What follows belongs to an exercise in optimizing a design on an open flow for small area, a short achievable clock period and few clock cycles; a production flow would make more cautious choices.
Function was not checked in any run shown here: the RTL went through the layout flow alone.
Power is estimated from default activity; no workload was simulated.

### run.sh
#!/bin/bash
# synth_recipe.tcl (not shown) runs the flow's synth.tcl, then flattens the netlist and writes it again
# the make line also repeats each setting of config.mk as NAME=value (left out here)
make -C /OpenROAD-flow-scripts/flow DESIGN_CONFIG=/design/flow/config.mk WORK_HOME=/design/flow/orfs CLKGATE_MAP_FILE= SYNTH_SCRIPT=/design/flow/synth_recipe.tcl finish
### config.mk
export PLATFORM = sky130hd
export DESIGN_NAME = blind_frame_rx
export DESIGN_NICKNAME = blind_frame_rx
export VERILOG_FILES = /design/flow/design.v
export SDC_FILE = /design/flow/constraint.sdc
export NUM_CORES = 4
export LEC_CHECK = 0
export ABC_CLOCK_PERIOD_IN_PS = 2500
export CAP_MARGIN = 20
export CORE_MARGIN = 2
export CORE_UTILIZATION = 40
export SETUP_SLACK_MARGIN = 5
export SLEW_MARGIN = 20
### design.v
module blind_frame_rx (
    input  wire       clk,
    input  wire       rst,         
    input  wire       in_valid,
    input  wire [7:0] in_data,
    output reg        in_ready,
    output reg        evt_valid,
    output reg  [1:0] evt_code,    
    output reg  [7:0] evt_arg0,
    output reg  [7:0] evt_arg1,
    output reg        pay_valid,
    output reg  [7:0] pay_data,
    output reg        pay_last,
    input  wire       pay_ready
);
    localparam [1:0] EV_NOISE    = 2'd0;
    localparam [1:0] EV_OVERFLOW = 2'd1;
    localparam [1:0] EV_FRAME    = 2'd2;
    localparam [1:0] EV_CRC_ERR  = 2'd3;
    localparam K  = 5;                  
    localparam NT = 256 >> K;
    function [7:0] crc8_step;
        input [7:0] a;
        input [7:0] b;
        integer i;
        reg [7:0] c;
        begin
            c = a ^ b;
            for (i = 0; i < 8; i = i + 1)
                c = c[7] ? ((c << 1) ^ 8'h07) : (c << 1);
            crc8_step = c;
        end
    endfunction
    reg       a_v, b_v;
    reg [7:0] a_d, b_d;
    wire      push = in_valid && in_ready;
    wire      pop;
    always @(posedge clk) begin
        if (rst) begin
            a_v      <= 1'b0;
            b_v      <= 1'b0;
            in_ready <= 1'b1;
        end else begin
            if (!a_v || pop) begin
                a_v      <= b_v || push;
                b_v      <= 1'b0;
                in_ready <= 1'b1;
            end else if (push) begin
                b_v      <= 1'b1;
                in_ready <= 1'b0;
            end
        end
    end
    always @(posedge clk) begin
        if (!a_v || pop)
            a_d <= b_v ? b_d : in_data;
        if (in_ready)
            b_d <= in_data;
    end
    reg  [7:0] ring [0:255];
    reg  [7:0] wd, rd, fsd;             
    wire [NT-1:0] wsel;
    reg  [7:0] wdata;
    genvar g;
    generate
        for (g = 0; g < 256; g = g + 1) begin : st
            if ((g % (1 << K)) == 1) begin : wt
                always @(posedge clk)
                    ring[g] <= wsel[g >> K] ? wdata : ring[g - 1];
            end else begin : sh
                always @(posedge clk)
                    ring[g] <= ring[(g + 255) % 256];
            end
        end
    endgenerate
    localparam S0 = 0, S1 = 1, S2 = 2, SP = 3, SE = 4, SO = 5;
    reg  [5:0] s;                       
    reg  [8:0] w, c, fs, r;             
    reg  [7:0] k;                       
    reg        k1;                      
    reg        big;                     
    reg  [7:0] len, id, crc;
    reg  [7:0] rem;                     
    reg        rem0, rem1;              
    reg        sp_v;                    
    wire       w_al    = (wd[K-1:0] == 0);
    wire       full    = (w[7:0] == r[7:0]) && (w[8] != r[8]);
    wire       avail   = (r != c);
    wire       r_al    = (rd[K-1:0] == 0);
    wire       consume = r_al && avail && (rem0 || !sp_v);
    assign     pop     = a_v && w_al && (!full || consume);
    wire [7-K:0] wtap = wd[7:K];
    genvar j;
    generate
        for (j = 0; j < NT; j = j + 1) begin : ws
            assign wsel[j] = pop && (wtap == j);
        end
    endgenerate
    wire [7:0] b        = a_d;
    wire       is_aa    = (b == 8'hAA);
    wire       len_big  = (b[7:2] == 6'h3f) && (b[1:0] != 2'b00);
    wire       crc_ok   = (crc == b);
    wire       commit   = s[S0] || s[S1] || (s[S2] && len_big) || (s[SP] && big) ||
                          (s[SE] && crc_ok) || s[SO];
    wire       rewind   = s[SE] && !crc_ok;
    always @(*) begin
        wdata = 8'h00;
        if ((s[S2] && !len_big) || (s[SP] && !big))
            wdata = b;
    end
    always @(posedge clk) begin
        evt_code <= s[SE] ? (crc_ok ? EV_FRAME : EV_CRC_ERR) :
                    s[SO] ? EV_OVERFLOW : EV_NOISE;
        evt_arg0 <= s[SE] ? (crc_ok ? id : crc) : b;
        evt_arg1 <= s[SE] ? (crc_ok ? len : b) : 8'h00;
        if (pop) begin
            if (s[S1]) id <= b;
            if (s[S2]) len <= b;
            if (s[S1])
                crc <= crc8_step(8'h00, b);
            else if (s[S2] || (s[SP] && !big))
                crc <= crc8_step(crc, b);
        end
    end
    always @(posedge clk) begin
        if (rst) begin
            s         <= 6'b000001;
            w         <= 9'd0;
            c         <= 9'd0;
            fs        <= 9'd0;
            wd        <= 8'd0;
            fsd       <= 8'd0;
            big       <= 1'b0;
            k         <= 8'd0;
            k1        <= 1'b0;
            evt_valid <= 1'b0;
        end else begin
            evt_valid <= pop && ((s[S0] && !is_aa) || s[SE] || s[SO]);
            fsd       <= fsd + 8'd1;
            if (!pop) begin
                wd <= wd + 8'd1;
            end else begin
                w <= w + 9'd1;
                if (commit) c <= w + 9'd1;
                if (rewind) begin
                    w  <= fs;
                    wd <= fsd + 8'd1;
                end
                s <= 6'b0;
                if (s[S0]) s[is_aa ? S1 : S0] <= 1'b1;
                if (s[S1]) s[S2] <= 1'b1;
                if (s[S2]) begin
                    fs  <= w;
                    fsd <= wd + 8'd1;
                    big <= len_big;
                    k   <= len_big ? 8'd253 : b;
                    k1  <= (b == 8'd1);
                    s[(b == 8'd0) ? SE : SP] <= 1'b1;
                end
                if (s[SP]) begin
                    k  <= k - 8'd1;
                    k1 <= (k == 8'd2);
                    s[!k1 ? SP : big ? SO : SE] <= 1'b1;
                end
                if (s[SE] || s[SO]) s[S0] <= 1'b1;
            end
        end
    end
    wire [7-K:0] rtap  = rd[7:K];
    wire [7:0]   rdata = ring[{rtap, {K{1'b0}}}];
    wire         main_free = !pay_valid || pay_ready;
    reg  [7:0]   sp_d;
    reg          sp_l;
    always @(posedge clk) begin
        if (rst) begin
            r    <= 9'd0;
            rd   <= 8'd0;
            rem  <= 8'd0;
            rem0 <= 1'b1;
            rem1 <= 1'b0;
        end else if (consume) begin
            r <= r + 9'd1;
            if (rem0) begin
                rem  <= rdata;
                rem0 <= (rdata == 8'd0);
                rem1 <= (rdata == 8'd1);
            end else begin
                rem  <= rem - 8'd1;
                rem0 <= rem1;
                rem1 <= (rem == 8'd2);
            end
        end else begin
            rd <= rd + 8'd1;
        end
    end
    wire out_push = consume && !rem0;
    always @(posedge clk) begin
        if (rst) begin
            pay_valid <= 1'b0;
            sp_v      <= 1'b0;
        end else begin
            if (main_free) begin
                pay_valid <= sp_v || out_push;
                sp_v      <= 1'b0;
            end else if (out_push) begin
                sp_v      <= 1'b1;
            end
        end
    end
    always @(posedge clk) begin
        if (main_free) begin
            pay_data <= sp_v ? sp_d : rdata;
            pay_last <= sp_v ? sp_l : rem1;
        end
        if (!sp_v) begin
            sp_d <= rdata;
            sp_l <= rem1;
        end
    end
endmodule
### constraint.sdc
create_clock -name core_clock -period 9.0 [get_ports {clk}]
set_input_delay 1.8000 -clock core_clock [delete_from_list [all_inputs] [get_ports {clk}]]
set_output_delay 1.8000 -clock core_clock [all_outputs]
set_load 0.01 [all_outputs]
==> results.ini, run 1 <==
[logic_synthesis]
synth_area_leaders = dfxtp_1 (86%), edfxtp_1 (2.9%), xnor2_1 (1.0%)
async_reset_ff_share_pct = 0
syn_avg_cell_area_sq_um = 16.4
ys_ff_latch = 2216
ys_types = 79
yosysTopAreaCellShare_pct = 86.2
syn-num-nets = 3104
syn_area_sq_mm = 0.0503
syn-instance-count = 3069
ys_seq_area_share_pct = 89.1
synth_area_leader_cell = dfxtp_1
yosys_warnings = 2
synth-edff-count = 49
synthFlopType = dfxtp_1

[critical_path]
critPathMaxStageDelay_ns = 0.63
required_ns = 7.20
cp_top_family = buffers and inverters
critPathBufInv = 1
endpoint_kind = primary output
cp_slowest_cell = clkdlybuf4s50_1
ff2ff_setup_slack_ns = 5.82
path_depth = 1
r2r.worst_path.cells = 8
worstSetupPathType = reg2out
cp-start-kind = flop
cp.arrival_ns = 2.02
cp_max_fo = 11
crit_chain = clkdlybuf4s50_1

[layout]
synthToLayoutAreaGrowth_pct = 17.3
multi_input_area_sq_mm = 0.00505
drive_gt1_share_pct = 10.8
ff_latch_area_sq_mm = 0.0449
final_common_cell = dfxtp_1
fin_nets = 3277
fill_cells = 10595
fin_area_sq_mm = 0.0590
layout_common_cells = dfxtp_1 (2167), clkbuf_16 (189), nand2_1 (109)

[placement]
placed_area_sq_mm = 0.0526
gp_congestion = 0.858
io_buffers = 41
hpwl_microns = 43400

[timing]
skew_ns = 0.0449
period_share_pct = 42.4
timing.slew.headroom_pct = 34.8
fin_crit_ns = 3.82
fin_tns_setup_ns = 0
grt_setup_unrepaired = false
timing.fmax_mhz = 262
setup_viol = 0
tightest_slew_ns = 0.976
hold_viol = 0
drv_slew = 0

[route]
drtAntennaViolNets = 0
via_per_inst = 4.08
post_drt_wl_per_cell_microns = 14.0
drcViolationCount = 0
totalWireLength_microns = 70800
vias = 20616
drt_pass1_iterations = 9
drt_iter0_markers = 1215

[pwr]
p_leak_uw = 0.0230
ir_worst_vdd_mv = 0.215
powerDensity_mw_per_mm2 = 313

[clock_tree]
post_cts_buffers = 0
cts_buffers = 188
cts_tree = yes
clk_latency_ns = 0.77
cts_resized = 0
clk_pin_slew_ns = 0.06
h-tree-depth = 4
clock_sinks = 2216
clock_path_buffers = 3
postCtsHoldBufs = 0
root_buffer = clkbuf_16

[status]
outcome = finished clean

[floorplanning]
die_y_microns = 359
core-area_sq_mm = 0.125
ios = 42
dieWidth_microns = 359
fp-row-count = 130
start_util_pct = 40.2
die_area_sq_mm = 0.129

[grt]
grt_usage_pct = 11.1
grt_pass1_wl_microns = 109000
antenna_found_initial = 11
overflow = 0
grt_max_degree = 84
grt_pass1_vias = 19783

[run]
cap_violations = 0

[worst_hold_path]
hold_depth = 0
hold_path.class = reg2reg

## synthesized netlist by cell type, types with 12 or more instances
cell type and instances:
ha_1 23, nand2_1 109, mux2i_1 48, inv_1 26
clkbuf_1 39, dfxtp_1 2167, edfxtp_1 49, mux2_2 30
xnor2_1 59, nor2b_1 15, and3_1 12, a21oi_1 40
nand3_1 25, buf_2 19, nor2_1 98, nor3_1 19
o21ai_0 67, and2_1 14, a211oi_1 30, xor2_1 28
## metrics by stage
stage               total power [uW]  instances  hold slack (ns)  utilization [%]  setup slack, ns
floorplan                      10500       3069            0.310                -             6.15
global placement               10600       4702            0.309             42.0             5.80
detailed placement             10600       4702            0.312             42.0             5.78
CTS                            18700       5048            0.273             47.1             5.09
global route                   19200       5048            0.278             47.1             5.06
finish                         18500       5052            0.283             47.1             5.18
## power by group
part | leakage (uW) | total [uW] | internal (uW) | switching (uW)
logic | 0.00187 | 436 | 180 | 257
registers | 0.0179 | 9970 | 9900 | 66.7
clock network | 0.00316 | 8050 | 4640 | 3410
total | 0.0230 | 18500 | 14700 | 3730
## path summary, 6_finish.rpt
path                        to          from
setup / recovery      in_ready      in_ready
hold reg to reg   ring[189][2]  ring[188][2]
hold / removal    ring[189][2]  ring[188][2]
setup reg to reg        crc[6]         rd[0]
## registers in the layout, summed over array words and instances (netlist names), 2 cells and up
name,count
b_d,8
rd,8
sp_d,8
fsd,8
evt_arg0,8
fs,9
pay_data,8
crc,8
w,9
k,8
wd,8
rem,8
evt_code,2
id,8
evt_arg1,8
ring,2048
a_d,8
c,9
r,9
s,6
len,8
## final cells by class
class	count	area share [%]
Tap cell	1650	3.50
Multi-Input combinational cell	756	8.56
Antenna cell	4	0.0170
Inverter	28	0.180
Clock buffer	278	9.34
Clock inverter	68	1.59
Timing Repair Buffer	52	0.827
Sequential cell	2216	76.0
## worst register-to-register path: stages (launching register included)
cell,delay [ns]
dfxtp_1,0.34
inv_1,0.10
ha_1,0.16
or4b_1,0.46
a21oi_2,0.16
o31a_2,0.61
o21ai_2,0.20
buf_4,0.27
nor2_1,0.51
## per-layer routing
| layer | routed length, microns | track usage, % | vias to the layer above | share of wire [%] |
|---|---|---|---|---|
| li1 | - | - | 10309 | - |
| met1 | 34800 | 15.5 | 9716 | 49 |
| met2 | 29400 | 15.8 | 430 | 41 |
| met3 | 4600 | 3.38 | 155 | 6.5 |
| met4 | 1990 | 4.99 | 6 | 2.8 |
| met5 | 34 | 0 | - | 0.048 |
## kinds of logic after synthesis
logic type,Yosys count,share of synthesized area (%)
AOI/OAI and AO/OA,220,2.92
xor gates and xnor gates,87,1.51
adders and majority gates,23,0.572
buffers and inverters,97,0.863
DFF,2216,89.1
muxes,86,1.81
and+or+nand+nor,340,3.20
==> run 2: changes to the inputs <==
--- a/config.mk
+++ b/config.mk
@@ -8,6 +8,8 @@
 export ABC_CLOCK_PERIOD_IN_PS = 2500
 export CAP_MARGIN = 20
 export CORE_MARGIN = 2
-export CORE_UTILIZATION = 40
+export CORE_UTILIZATION = 65
+export CTS_BUF_LIST = sky130_fd_sc_hd__clkbuf_8
+export CTS_CLUSTER_SIZE = 30
 export SETUP_SLACK_MARGIN = 5
 export SLEW_MARGIN = 20
==> run 2 against run 1 <==
Against the previous run: highest routed layer unchanged; still clean on timing, DRC and antenna; sequential share of layout area increased by 1.3 points; critical path depth unchanged; global-route usage is 11 points higher; clock-buffer cell count increased by 133; cell count down 8.6%; via count is 5.3% higher; synthesized area stayed put.
==> results.ini, run 2 <==
[status]
outcome = finished clean

[route]
via_per_inst = 4.70
totalWireLength_microns = 84000
drcViolationCount = 0
drt_pass1_iterations = 7
vias = 21715
post_drt_wl_per_cell_microns = 18.2
drtAntennaViolNets = 0
drt_iter0_markers = 1250

[critical_path]
required_ns = 7.20
cp-start-kind = flop
r2r-start = rd[5]
cp_slowest_cell = clkdlybuf4s50_1
ff2ff_setup_slack_ns = 5.80
worstReg2RegEnd = rem1
critPathMaxStageDelay_ns = 0.59
cp_top_family = buffers and inverters
critPathBufInv = 1
endpoint_kind = primary output
worstSetupPathType = reg2out
cp_max_fo = 11
crit_chain = clkdlybuf4s50_1
r2r.worst_path.cells = 6
cp.arrival_ns = 1.91

[placement]
gp_congestion = 0.912
hpwl_microns = 45900
io_buffers = 41

[clock_tree]
clock_path_buffers = 4
root_buffer = clkbuf_8
cts_tree = yes
cts_resized = 0
postCtsHoldBufs = 0
cts_buffers = 316
h-tree-depth = 5
clk_latency_ns = 0.95
clock_sinks = 2216
post_cts_buffers = 0
clk_pin_slew_ns = 0.06

[floorplanning]
core-area_sq_mm = 0.0771
ios = 42
die_y_microns = 282
fp-row-count = 102
die_area_sq_mm = 0.0797
dieWidth_microns = 282
start_util_pct = 65.3

[logic_synthesis]
synthFlopType = dfxtp_1
syn_avg_cell_area_sq_um = 16.4
async_reset_ff_share_pct = 0
yosysMostFrequentCell = dfxtp_1
syn_area_sq_mm = 0.0503
netlist_top_cells_count = dfxtp_1 (2167), nand2_1 (109), nor2_1 (98)
ys_ff_latch = 2216
synth_area_leaders = dfxtp_1 (86%), edfxtp_1 (2.9%), xnor2_1 (1.0%)
syn-instance-count = 3069
yosys_warnings = 2
synth-edff-count = 49
yosysTopAreaCellShare_pct = 86.2
ys_types = 79
syn-num-nets = 3104
synth_area_leader_cell = dfxtp_1
ys_seq_area_share_pct = 89.1

[timing]
drv_slew = 0
tightest_slew_ns = 1.04
timing.fmax_mhz = 270
skew_ns = 0.119
period_share_pct = 41.2
timing.slew.headroom_pct = 30.3
setup_viol = 0
fin_crit_ns = 3.71
hold_viol = 0
fin_tns_setup_ns = 0
grt_setup_unrepaired = false

[grt]
grt_pass1_vias = 23131
grt_pass1_wl_microns = 131000
grt_max_degree = 52
grt_usage_pct = 21.8
overflow = 0
antenna_found_initial = 7

[pwr]
powerDensity_mw_per_mm2 = 311
ir_worst_vdd_mv = 0.246
p_leak_uw = 0.0233

[layout]
drive_gt1_share_pct = 14.3
layout_common_cells = dfxtp_1 (2166), clkbuf_8 (411), nand2_1 (109)
largest_reg_flops = 2048
synthToLayoutAreaGrowth_pct = 15.3
finish.utilization_pct = 75.3
fin_nets = 3402
fill_cells = 4124
final_common_cell = dfxtp_1
regMostFlops = ring

[run]
cap_violations = 0

[worst_hold_path]
hold_end = ring[39][5]
hold_path_startpoint = ring[38][5]
hold_depth = 0
hold_path.class = reg2reg

-- run 2: layout make-up --
class | count | area (sq um) | share of cell area (%)
flip-flops and latches | 2216 | 44900 | 77.3
clock buffers | 411 | 5660 | 9.75
multi-input cells | 756 | 5050 | 8.71
well taps | 1040 | 1300 | 2.24
clock inverters | 118 | 582 | 1.00
repair buffers | 49 | 465 | 0.802
inverters | 28 | 106 | 0.183
diodes | 2 | 5.00 | 0.00863
-- run 2: metal layers --
layer,wire (microns),vias up,GRT usage [%]
met4,1940,2,8.32
met5,13,-,0
li1,-,10581,-
met2,40800,460,35.9
met3,3640,168,5.11
met1,37600,10504,28.1
-- run 2: cell families after synthesis --
group                    synth area share [%]
adder cells (fa/ha/maj)                 0.572
XOR/XNOR                                 1.51
AO/OA/AOI/OAI                            2.92
AND/OR/NAND/NOR                          3.20
buffers and inverters                   0.863
flip-flops                               89.1
multiplexers                             1.81
-- run 2: worst max-delay path by stage --
stage,cells past startpoint,slack [ns],endpoint,from
after global routing,1,5.18,in_ready,in_ready
after CTS,1,5.03,in_ready,in_ready
final,1,5.29,in_ready,in_ready
after floorplan,4,6.15,c[1],rst
after detailed placement,4,5.50,r[6],rst
after global placement,4,5.53,r[6],rst
-- run 2: stage by stage --
step                hold WS, ns  total power, uW  cell area (sq um)  setup slack (ns)  instances
floorplan                 0.310            10500              50300              6.15       3069
global placement          0.309            10600              51800              5.53       4089
detailed placement        0.312            10600              51800              5.50       4089
CTS                       0.242            18300              58000              5.03       4618
global route              0.246            18700              58000              5.18       4619
finish                    0.260            18100              58000              5.29       4620
-- run 2: power by group --
group          leakage [uW]  internal [uW]  switching (uW)  total, uW
sequential           0.0179           9900            68.8       9970
clock               0.00353           4130            3520       7650
combinational       0.00185            178             255        433
==> run 3: changes to the inputs <==
--- a/design.v
+++ b/design.v
@@ -83,11 +83,15 @@
     reg  [7:0] rem;                     
     reg        rem0, rem1;              
     reg        sp_v;                    
+    reg  [8:0] bq;                      
+    reg        bq_v;
+    reg        skip;                    
     wire       w_al    = (wd[K-1:0] == 0);
     wire       full    = (w[7:0] == r[7:0]) && (w[8] != r[8]);
     wire       avail   = (r != c);
     wire       r_al    = (rd[K-1:0] == 0);
-    wire       consume = r_al && avail && (rem0 || !sp_v);
+    wire       consume = r_al && avail && (rem0 || skip || !sp_v);
+    wire       idle    = !a_v && s[S0] && (r == w);
     assign     pop     = a_v && w_al && (!full || consume);
     wire [7-K:0] wtap = wd[7:K];
     genvar j;
@@ -100,9 +104,10 @@
     wire       is_aa    = (b == 8'hAA);
     wire       len_big  = (b[7:2] == 6'h3f) && (b[1:0] != 2'b00);
     wire       crc_ok   = (crc == b);
+    wire       mark     = s[SE] && !crc_ok && !bq_v && (len != 8'd0);
     wire       commit   = s[S0] || s[S1] || (s[S2] && len_big) || (s[SP] && big) ||
-                          (s[SE] && crc_ok) || s[SO];
-    wire       rewind   = s[SE] && !crc_ok;
+                          (s[SE] && (crc_ok || len == 8'd0)) || mark || s[SO];
+    wire       rewind   = s[SE] && !crc_ok && !commit;
     always @(*) begin
         wdata = 8'h00;
         if ((s[S2] && !len_big) || (s[SP] && !big))
@@ -136,9 +141,13 @@
             evt_valid <= 1'b0;
         end else begin
             evt_valid <= pop && ((s[S0] && !is_aa) || s[SE] || s[SO]);
+            if (idle) c <= w + 9'd1;
             fsd       <= fsd + 8'd1;
             if (!pop) begin
-                wd <= wd + 8'd1;
+                if (idle)
+                    w <= w + 9'd1;
+                else
+                    wd <= wd + 8'd1;
             end else begin
                 w <= w + 9'd1;
                 if (commit) c <= w + 9'd1;
@@ -178,9 +187,13 @@
             rem  <= 8'd0;
             rem0 <= 1'b1;
             rem1 <= 1'b0;
+            skip <= 1'b0;
+        end else if (idle) begin
+            r <= r + 9'd1;
         end else if (consume) begin
             r <= r + 9'd1;
             if (rem0) begin
+                skip <= bq_v && (bq == r);
                 rem  <= rdata;
                 rem0 <= (rdata == 8'd0);
                 rem1 <= (rdata == 8'd1);
@@ -193,7 +206,19 @@
             rd <= rd + 8'd1;
         end
     end
-    wire out_push = consume && !rem0;
+    wire out_push = consume && !rem0 && !skip;
+    always @(posedge clk) begin
+        if (rst) begin
+            bq_v <= 1'b0;
+        end else begin
+            if (consume && rem0 && bq == r)
+                bq_v <= 1'b0;
+            if (pop && mark) begin
+                bq_v <= 1'b1;
+                bq   <= fs;
+            end
+        end
+    end
     always @(posedge clk) begin
         if (rst) begin
             pay_valid <= 1'b0;
==> flow/run.sh (new file) <==
#!/bin/bash
set -euo pipefail
bash standard.sh \
    "BUFFER_PORTS_ARGS=-buffer_cell sky130_fd_sc_hd__buf_4" \
    SETUP_SLACK_MARGIN=6 \
    finish > make_finish.log 2>&1
==> standard.sh (new file) <==
#!/bin/bash
# synth_recipe.tcl (not shown) runs the flow's synth.tcl, then flattens the netlist and writes it again
# the make line also repeats each setting of config.mk as NAME=value (left out here)
make -C /OpenROAD-flow-scripts/flow DESIGN_CONFIG=/design/flow/config.mk WORK_HOME=/design/flow/orfs CLKGATE_MAP_FILE= SYNTH_SCRIPT=/design/flow/synth_recipe.tcl "${@:-finish}"
--- a/config.mk
+++ b/config.mk
@@ -8,8 +8,5 @@
 export ABC_CLOCK_PERIOD_IN_PS = 2500
 export CAP_MARGIN = 20
 export CORE_MARGIN = 2
-export CORE_UTILIZATION = 65
-export CTS_BUF_LIST = sky130_fd_sc_hd__clkbuf_8
-export CTS_CLUSTER_SIZE = 30
-export SETUP_SLACK_MARGIN = 5
+export CORE_UTILIZATION = 55
 export SLEW_MARGIN = 20
removed: run.sh
==> run 3 against run 2 <==
Against the previous run: synthesized area is 1.4% higher; clock-buffer cell count decreased by 124; setup slack better by 0.65 ns.
==> results.ini, run 3 <==
[status]
outcome = finished clean

[pwr]
ir_worst_vdd_mv = 0.250
p_leak_uw = 0.0238
p_int_uw = 15200
seqPwrFrac_pct = 52.4
p_sw_uw = 4060
p_sw_share_pct = 21.1
combPwrFrac_pct = 4.8
clockPowerShare_pct = 42.7
powerDensity_mw_per_mm2 = 322

[timing]
drv_slew = 0
period_share_pct = 34.0
timing.slew.headroom_pct = 31.6
fin_ws_ns = 5.94
skew_ns = 0.0305
fin_tns_setup_ns = 0
grt_setup_unrepaired = true
timing.fmax_mhz = 327
fin_crit_ns = 3.06
holdWs_ns = 0.300
tightest_slew_ns = 1.02
setup_viol = 0
hold_viol = 0

[logic_synthesis]
synth_area_leaders = dfxtp_1 (85%), edfxtp_1 (3.4%), mux2_2 (1.7%)
yosysTopAreaCellShare_pct = 85.1
syn_area_sq_mm = 0.0510
yosys_warnings = 2
synthFlopType = dfxtp_1
netlist_top_cells_count = dfxtp_1 (2169), nor2_1 (92), mux2_2 (79)
yosysMostFrequentCell = dfxtp_1
ys_types = 74
syn-num-nets = 3113
ys_seq_area_share_pct = 88.5
synth-edff-count = 58
synth_area_leader_cell = dfxtp_1
syn_avg_cell_area_sq_um = 16.6
ys_ff_latch = 2227
syn-instance-count = 3078
async_reset_ff_share_pct = 0

[critical_path]
cp.arrival_ns = 1.26
path_depth = 1
endpoint_kind = primary output
worstSetupPathType = reg2out
crit_chain = buf_6
r2r.worst_path.cells = 7
critPathMaxStageDelay_ns = 0.39
r2r-start = w[7]
ff2ff_setup_slack_ns = 6.11
cp_max_fo = 1
required_ns = 7.20
cp-start-kind = flop
cp_top_family = flip-flops
cp_slowest_cell = edfxtp_1
worstReg2RegEnd = ring[193][2]
critPathBufInv = 1

[route]
drtAntennaViolNets = 0
totalWireLength_microns = 74700
vias = 20995
post_drt_wl_per_cell_microns = 16.0
drt_pass1_iterations = 5
drcViolationCount = 0
drt_iter0_markers = 1256
via_per_inst = 4.48

[layout]
synthToLayoutAreaGrowth_pct = 17.3
fill_cells = 6454
fin_nets = 3313
final_common_cell = dfxtp_1
largest_reg_flops = 2048
fin_area_sq_mm = 0.0598
final_cells = 4684
drive_gt1_share_pct = 15.6
layout_common_cells = dfxtp_1 (2146), clkbuf_16 (198), nor2_1 (90)
regMostFlops = ring

[grt]
grt_max_degree = 47
grt_pass1_wl_microns = 117000
grt_usage_pct = 16.1
overflow = 0
antenna_found_initial = 8
grt_pass1_vias = 21337

[placement]
place_ws_ns = 5.50
io_buffers = 41
hpwl_microns = 45900
placed_area_sq_mm = 0.0527
dp.cells = 4296
gp_congestion = 0.841

[worst_hold_path]
hold_depth = 0
hold_path.class = reg2reg
hold_path_startpoint = ring[34][4]
hold_end = ring[35][4]

[floorplanning]
dieWidth_microns = 309
die_y_microns = 309
core-area_sq_mm = 0.0918
start_util_pct = 55.6
fp-row-count = 111
die_area_sq_mm = 0.0952
ios = 42

[clock_tree]
clock_path_buffers = 3
cts_buffers = 191
cts_tree = yes
clock_sinks = 2227
root_buffer = clkbuf_16
h-tree-depth = 4
clk_pin_slew_ns = 0.06
clk_latency_ns = 0.76

[run]
cap_violations = 0

-- run 3: changes by cell type after synthesis, sizes merged, moves of 9 or more --
cell    previous run  this run
xnor2             59        70
nand3             25        42
and2              14         5
mux2              38        79
edfxtp            49        58
mux2i             48        36
clkbuf            39        67
a211oi            31        17
buf               30        11
a21oi             43        53
nand3b             2        14
nand2            110        51
o21ai             76        35
-- run 3: cells by family (layout without fill, tap and decap cells) --
logic type | Yosys count | count (layout) | share of synthesized area [%]
other | 0 | 4 | 0
xor gates and xnor gates | 102 | 102 | 1.75
AOI/OAI and AO/OA | 191 | 191 | 2.57
and+or+nand+nor | 309 | 309 | 3.09
muxes | 121 | 121 | 2.71
adders and majority gates | 23 | 23 | 0.564
buffers and inverters | 105 | 464 | 0.792
DFF | 2227 | 2227 | 88.5
-- run 3: power groups by stage --
stage,Sequential [uW],Combinational (uW),Clock (uW)
global placement,10300,840,0
floorplan,10300,581,0
global route,10100,1020,8850
finish,10100,933,8230
CTS,10100,898,8430
detailed placement,10300,835,0
-- run 3: layer usage --
metal / global-route usage (%) / routed length, microns / vias up
li1: - / - / 10475
met1: 23.1 / 37700 / 9928
met2: 23.5 / 31400 / 437
met3: 3.75 / 3530 / 155
met4: 6.97 / 2080 / 0
met5: 0 / 0 / -
-- run 3: how the worst max path moves through the flow --
stage	start	slack, ns	end
CTS	pay_data[6]	5.86	pay_data[6]
global route	pay_data[6]	5.87	pay_data[6]
finish	pay_data[6]	5.94	pay_data[6]
global placement	wd[0]	5.65	ring[193][6]
detailed placement	a_d[7]	5.50	c[3]
floorplan	wd[0]	6.06	bq[0]
-- run 3: final cells by class --
| class | instances | area [sq um] | share of cell area, % |
|---|---|---|---|
| sequential | 2227 | 45200 | 75.5 |
| clock buffer | 287 | 5760 | 9.62 |
| multi-input combinational | 746 | 5570 | 9.31 |
| tap | 1243 | 1560 | 2.60 |
| clock inverter | 65 | 850 | 1.42 |
| timing repair buffer | 85 | 801 | 1.34 |
| inverter | 27 | 109 | 0.182 |
| antenna | 4 | 10.0 | 0.0167 |
-- run 3: through the flow --
| stage | total power (uW) | util [%] |
|---|---|---|
| after floorplan | 10900 | - |
| after global placement | 11200 | 57.4 |
| after detailed placement | 11200 | 57.4 |
| after CTS | 19400 | 65.0 |
| after global routing | 20000 | 65.2 |
| final | 19300 | 65.2 |
-- run 3: worst register-to-register path, cell delays in order, from the launching register on --
cell and delay [ns]:
dfxtp_1 0.51, xnor2_1 0.19, nand4_1 0.29, o31ai_2 0.62, nand2_2 0.38, nand4b_1 0.22, buf_4 0.21, mux2_2 0.37
-- run 3: what timing repair did --
action,in CTS,in global routing
setup buffers,14,18
hold buffers,0,0
pin swaps,7,3
endpoints found under the setup margin,133,124
resized for setup,56,22
endpoints found under the hold margin,0,0
==> run 4: changes to the inputs <==
--- a/design.v
+++ b/design.v
@@ -86,12 +86,15 @@
     reg  [8:0] bq;                      
     reg        bq_v;
     reg        skip;                    
-    wire       w_al    = (wd[K-1:0] == 0);
-    wire       full    = (w[7:0] == r[7:0]) && (w[8] != r[8]);
-    wire       avail   = (r != c);
-    wire       r_al    = (rd[K-1:0] == 0);
-    wire       consume = r_al && avail && (rem0 || skip || !sp_v);
+    reg        w_al, r_al, d256, d255, cr1, cr2;
+    reg        pop_q, con_q, rew_q;
+    wire       consume;
+    wire       full    = !rew_q && ((d256 && (pop_q == con_q)) || (d255 && pop_q && !con_q));
+    wire       avail   = con_q ? cr2 : cr1;         
+    assign     consume = r_al && avail && (rem0 || skip || !sp_v);
     wire       idle    = !a_v && s[S0] && (r == w);
+    wire [8:0] wr      = w - r;
+    wire [8:0] cr      = c - r;
     assign     pop     = a_v && w_al && (!full || consume);
     wire [7-K:0] wtap = wd[7:K];
     genvar j;
@@ -136,11 +139,31 @@
             wd        <= 8'd0;
             fsd       <= 8'd0;
             big       <= 1'b0;
+            pop_q     <= 1'b0;
+            con_q     <= 1'b0;
+            rew_q     <= 1'b0;
+            d256      <= 1'b0;
+            d255      <= 1'b0;
+            cr1       <= 1'b0;
+            cr2       <= 1'b0;
+            w_al      <= 1'b1;
+            r_al      <= 1'b1;
             k         <= 8'd0;
             k1        <= 1'b0;
             evt_valid <= 1'b0;
         end else begin
             evt_valid <= pop && ((s[S0] && !is_aa) || s[SE] || s[SO]);
+            pop_q     <= pop;
+            con_q     <= consume;
+            rew_q     <= pop && rewind;
+            d256      <= (wr == 9'd256);
+            d255      <= (wr == 9'd255);
+            cr1       <= (cr != 9'd0);
+            cr2       <= (cr[8:1] != 8'd0);
+            w_al      <= pop ? (!rewind || (fsd[K-1:0] == {K{1'b1}})) :
+                         idle ? w_al : (wd[K-1:0] == {K{1'b1}});
+            r_al      <= consume ? 1'b1 :
+                         idle ? r_al : (rd[K-1:0] == {K{1'b1}});
             if (idle) c <= w + 9'd1;
             fsd       <= fsd + 8'd1;
             if (!pop) begin
--- a/config.mk
+++ b/config.mk
@@ -9,4 +9,6 @@
 export CAP_MARGIN = 20
 export CORE_MARGIN = 2
 export CORE_UTILIZATION = 55
+export CTS_CLUSTER_DIAMETER = 60
+export CTS_CLUSTER_SIZE = 30
 export SLEW_MARGIN = 20
==> run 4 against run 3 <==
Against the previous run: wire length decreased by 0.93%; synthesized area increased by 1.2%; fmax increased by 0.42%; clock-buffer cell count decreased by 161; combinational power decreased by 2.8%; register-to-register slack improved by 0.05 ns; sequential share of layout area increased by 2.6 points; clock skew increased by 0.0067 ns.
==> results.ini, run 4 <==
[route]
drt_pass1_iterations = 5
drcViolationCount = 0
drt_iter0_markers = 1196
dr.max_layer_used = met4
vias = 21064
via_per_inst = 4.54
post_drt_wl_per_cell_microns = 16.0
wl_met3_microns = 2650
route.met2.wl_microns = 31900
totalWireLength_microns = 74000
drtAntennaViolNets = 0
wl_met1_microns = 37800

[clock_tree]
cts_tree = yes
clk_latency_ns = 0.73
postCtsHoldBufs = 0
clock_sinks = 2236
cts_buffers = 116
root_buffer = clkbuf_16
h-tree-depth = 3
clock_path_buffers = 3
clk_pin_slew_ns = 0.10

[critical_path]
cp_top_family = flip-flops
cp-start-kind = flop
crit_chain = buf_6
cp_slowest_cell = edfxtp_1
cp_max_fo = 1
cp.arrival_ns = 1.25
required_ns = 7.20
r2r-start = w[0]
critPathMaxStageDelay_ns = 0.40
worstSetupPathType = reg2out
critPathBufInv = 1
crit_start = pay_data[0]
endpoint_kind = primary output
ff2ff_setup_slack_ns = 6.16

[pwr]
ir_worst_vdd_mv = 0.237
p_leak_uw = 0.0228
powerDensity_mw_per_mm2 = 297
p_total_uw = 17300

[worst_hold_path]
hold_path_startpoint = ring[139][2]
hold_path.class = reg2reg

[timing]
timing.fmax_mhz = 328
tightest_slew_ns = 1.07
skew_ns = 0.0372
fin_ws_ns = 5.95
period_share_pct = 33.9
timing.slew.headroom_pct = 28.3
fin_tns_setup_ns = 0
setup_viol = 0
fin_crit_ns = 3.05
grt_setup_unrepaired = true
hold_viol = 0
drv_slew = 0

[floorplanning]
fp-row-count = 112
ios = 42
dieWidth_microns = 310
core-area_sq_mm = 0.0932
start_util_pct = 55.4
die_y_microns = 310
die_area_sq_mm = 0.0963

[logic_synthesis]
ys_types = 77
synth_area_leaders = dfxtp_1 (84%), edfxtp_1 (3.4%), mux2_2 (1.8%)
async_reset_ff_share_pct = 0
syn_area_sq_mm = 0.0516
yosysMostFrequentCell = dfxtp_1
ys_seq_area_share_pct = 87.8
synthFlopType = dfxtp_1
synth-edff-count = 58
yosys_warnings = 2
syn_avg_cell_area_sq_um = 16.4
ys_ff_latch = 2236
syn-instance-count = 3142
netlist_top_cells_count = dfxtp_1 (2178), nor2_1 (104), nand2_1 (93)
yosysTopAreaCellShare_pct = 84.5
syn-num-nets = 3196
synth_area_leader_cell = dfxtp_1

[grt]
grt_pass1_wl_microns = 116000
antenna_found_initial = 1
grt_usage_pct = 15.7
grt_pass1_vias = 20706
overflow = 0
grt_max_degree = 55

[placement]
placed_area_sq_mm = 0.0533
io_buffers = 41
gp_congestion = 0.814
hpwl_microns = 46500
place_ws_ns = 5.26

[layout]
drive_gt1_share_pct = 12.8
multi_input_area_sq_mm = 0.00593
synthToLayoutAreaGrowth_pct = 12.5
fin_nets = 3335
largest_reg_flops = 2048
layout_common_cells = dfxtp_1 (2155), clkbuf_16 (118), nor2_1 (100)
regMostFlops = ring
ff_latch_area_sq_mm = 0.0454
fill_cells = 6827
fin_area_sq_mm = 0.0581
final_common_cell = dfxtp_1

[run]
cap_violations = 0

[status]
outcome = finished clean

## run 4: cell count changes in the layout (fill, tap and decap cells not counted), sizes merged, moves of 9 or more
cell / change
a21oi: +18
clkbuf: -161
dfxtp: +9
ha: +17
inv: +49
nand2: +44
nand3: -16
nand3b: -14
nor2: +11
o211ai: +9
## run 4: final cells by class
class	count	share of cell area, %
multi-input cells	810	10.2
well taps	1254	2.70
clock inverters	91	2.30
flip-flops and latches	2236	78.1
diodes	1	0.00431
clock buffers	126	5.15
repair buffers	77	1.26
inverters	40	0.267
## run 4: final timing paths
path | end | cells after the start
setup / recovery | pay_data[0] | 1
hold / removal | ring[140][2] | 0
setup reg to reg | d256 | 10
hold reg to reg | ring[140][2] | 0
## run 4: logic make-up (layout without fill, tap and decap cells)
logic type	after synthesis	after routing	synth area share (%)
AO/OA/AOI/OAI	217	217	2.83
XOR/XNOR	88	88	1.49
adder cells (fa/ha/maj)	42	42	1.05
buffers and inverters	96	334	0.819
flip-flops	2236	2236	87.8
multiplexers	127	127	2.76
other	0	1	0
AND/OR/NAND/NOR	336	336	3.22
## run 4: timing repair
item / CTS / global route
resized for setup: 56 / 10
buffers inserted: 4 / 21
pin swaps: 4 / 2
setup endpoints to repair: 110 / 136
## run 4: per-stage QoR
stage	util [%]	hold WS, ns	instances
after floorplan	-	0.310	3142
after global placement	57.2	0.309	4392
after detailed placement	57.2	0.312	4392
after CTS	62.1	0.315	4613
after global routing	62.3	0.311	4634
final	62.3	0.310	4635
## run 4: where the power goes
group | total [uW] | internal (uW) | switching [uW]
clock | 6210 | 2820 | 3390
combinational | 907 | 385 | 522
sequential | 10200 | 10000 | 113
total | 17300 | 13300 | 4020
## run 4: metal layers
layer	vias to the layer above	global-route usage, %
li1	10529	-
met1	10123	22.8
met2	300	23.9
met3	112	2.72
met4	0	5.31
met5	-	0
==> run 5: changes to the inputs <==
--- a/config.mk
+++ b/config.mk
@@ -9,6 +9,6 @@
 export CAP_MARGIN = 20
 export CORE_MARGIN = 2
 export CORE_UTILIZATION = 55
-export CTS_CLUSTER_DIAMETER = 60
-export CTS_CLUSTER_SIZE = 30
+export CTS_CLUSTER_DIAMETER = 45
+export CTS_CLUSTER_SIZE = 24
 export SLEW_MARGIN = 20
==> run 5 against run 4 <==
Against the previous run: global-route usage rose by 0.35 points; critical path type unchanged; die area did not move; sequential share of layout area fell by 1.5 points; first-iteration DRC count rose by 2.4%; wire length rose by 1.4%; combinational power barely moved; clock skew rose by 0.0040 ns; sequential power barely moved.
==> results.ini, run 5 <==
[critical_path]
worstSetupPathType = reg2out
r2r.worst_path.cells = 8
critPathCapture = pay_data[1]
cp_slowest_cell = edfxtp_1
r2r-start = rem0
critPathMaxStageDelay_ns = 0.40
worstReg2RegEnd = ring[161][1]
critPathBufInv = 1
endpoint_kind = primary output
required_ns = 7.20
ff2ff_setup_slack_ns = 6.17
cp.arrival_ns = 1.27
crit_chain = buf_6
path_depth = 1
cp-start-kind = flop
crit_start = pay_data[1]
cp_max_fo = 1
cp_top_family = flip-flops

[grt]
grt_pass1_vias = 21353
grt_use_met1_pct = 22.6
grt_pass1_wl_microns = 117000
overflow = 0
met2_usage_pct = 23.8
met3_usage_pct = 3.69
antenna_found_initial = 2
grt_usage_pct = 16.0
grt_max_degree = 55
top_usage_layer = met2

[clock_tree]
root_buffer = clkbuf_16
cts_buffers = 153
clock_sinks = 2236
h-tree-depth = 4
clk_latency_ns = 0.75
clk_pin_slew_ns = 0.08
clock_path_buffers = 3
postCtsHoldBufs = 0
cts_tree = yes

[logic_synthesis]
ys_ff_latch = 2236
synthFlopType = dfxtp_1
yosysMostFrequentCell = dfxtp_1
synth-edff-count = 58
synth_area_leader_cell = dfxtp_1
async_reset_ff_share_pct = 0
netlist_top_cells_count = dfxtp_1 (2178), nor2_1 (104), nand2_1 (93)
syn-num-nets = 3196
yosysTopAreaCellShare_pct = 84.5
synth_area_leaders = dfxtp_1 (84%), edfxtp_1 (3.4%), mux2_2 (1.8%)
syn-instance-count = 3142
syn_area_sq_mm = 0.0516
yosys_warnings = 2
ys_seq_area_share_pct = 87.8
ys_types = 77
syn_avg_cell_area_sq_um = 16.4

[layout]
regMostFlops = ring
drive_gt1_share_pct = 14.1
synthToLayoutAreaGrowth_pct = 14.7
final_common_cell = dfxtp_1
fin_nets = 3369
finish.utilization_pct = 63.5
largest_reg_flops = 2048
layout_common_cells = dfxtp_1 (2156), clkbuf_16 (160), nor2_1 (99)

[timing]
fin_tns_setup_ns = 0
period_share_pct = 34.1
skew_ns = 0.0411
fin_ws_ns = 5.93
timing.fmax_mhz = 326
grt_setup_unrepaired = true
fin_crit_ns = 3.07
holdWs_ns = 0.300
setup_viol = 0
tightest_slew_ns = 1.07
hold_viol = 0
drv_slew = 0
timing.slew.headroom_pct = 28.1

[floorplanning]
start_util_pct = 55.4
core-area_sq_mm = 0.0932
dieWidth_microns = 310
die_y_microns = 310
die_area_sq_mm = 0.0963
fp-row-count = 112
ios = 42

[status]
outcome = finished clean

[route]
drt_iter0_markers = 1225
drt_pass1_iterations = 5
totalWireLength_microns = 75100
post_drt_wl_per_cell_microns = 16.0
drcViolationCount = 0
vias = 21336
drtAntennaViolNets = 0
via_per_inst = 4.55

[pwr]
p_leak_uw = 0.0233
ir_worst_vdd_mv = 0.221
powerDensity_mw_per_mm2 = 311

[placement]
place_ws_ns = 5.26
io_buffers = 41
gp_congestion = 0.814
hpwl_microns = 46500

[run]
cap_violations = 0

[worst_hold_path]
hold_path.class = reg2reg

[run 5: final cells by class]
cell class,count,area [sq um]
diodes,3,7.51
repair buffers,74,711
clock buffers,176,4170
multi-input cells,810,5940
inverters,40,155
well taps,1254,1570
flip-flops and latches,2236,45400
clock inverters,96,1270
fillers,6705,34000
[run 5: power by group]
group	switching, uW	internal, uW	total, uW	leakage (uW)
Combinational	524	386	910	0.00256
Clock	3450	3870	7320	0.00265
Sequential	114	10000	10200	0.0181
Total	4090	14300	18400	0.0233
[run 5: metal layers]
metal,vias up,share of wire [%],wire length (microns)
met4,0,3.2,2370
li1,10633,-,-
met1,10188,50,37400
met2,366,43,32100
met5,-,0,0
met3,149,4.3,3240
[run 5: through the flow]
| step | std cells | power, uW | area (sq um) |
|---|---|---|---|
| detailed placement | 4392 | 11200 | 53300 |
| global placement | 4392 | 11200 | 53300 |
| finish | 4689 | 18400 | 59200 |
| floorplan | 3142 | 11000 | 51600 |
| CTS | 4668 | 18500 | 59000 |
| global route | 4686 | 19100 | 59200 |
[run 5: worst min path at each step]
stage                       startpoint  depth (start not counted)           end  slack, ns
final                     ring[110][5]                          0  ring[111][5]       0.30
after global routing      ring[110][5]                          0  ring[111][5]       0.30
after CTS                 ring[110][5]                          0  ring[111][5]       0.30
after detailed placement  ring[137][7]                          0  ring[138][7]       0.31
after global placement    ring[245][4]                          0  ring[246][4]       0.31
after floorplan           ring[255][0]                          0    ring[0][0]       0.31
[run 5: timing repair]
item	CTS	global route
endpoints found under the hold margin	0	0
cloned	0	0
pin swaps	4	2
endpoints found under the setup margin	112	131
setup buffers	4	18
resized for setup	57	8
[run 5: kinds of logic (layout without fill, tap and decap cells)]
kind of cell    Yosys count  count (layout)  synth area share (%)
flops                  2236            2236                  87.8
simple gates            336             336                  3.22
compound gates          217             217                  2.83
mux                     127             127                  2.76
buf+inv                  96             386                 0.819
xor+xnor                 88              88                  1.49
fa+ha+maj                42              42                  1.05
other cells               0               3                     0

afterwards: timing with drivers on the ports:
The results above use ideal ports. As a check the final layouts listed here were re-extracted and re-timed, cells and wires unchanged.
Step 1, drivers: a clkbuf_16 drives clk and a buf_2 each remaining input, both assumed.
Step 2 adds t to the input delays and takes it off the output delays; t is the mean of the earliest and latest rising clock arrival at the registers after step 1. Input paths then give back, and output paths get back, about the clock's delay inside the block.
Slacks: ideal / step 1 / step 2; pairs: ideal / step 1.
| run | t, ns | setup WS [ns] | worst setup path at the end | worst register clock-pin slew, ns |
|---|---|---|---|---|
| run 1 | 0.824 | 5.181 / 5.114 / 5.745 | input to register | 0.07 / 0.07 |
| run 2 | 0.948 | 5.291 / 5.222 / 5.480 | input to register | 0.10 / 0.10 |
| run 3 | 0.810 | 5.939 / 5.876 / 5.601 | input to register | 0.07 / 0.07 |
| run 4 | 0.773 | 5.952 / 5.890 / 5.454 | input to register | 0.11 / 0.11 |
| run 5 | 0.790 | 5.934 / 5.871 / 5.443 | input to register | 0.09 / 0.09 |
After both steps setup and hold are still met in every run listed. The setup slack of run 4, which loses most, moves by -0.062 ns with the drivers and by -0.498 ns with both steps.
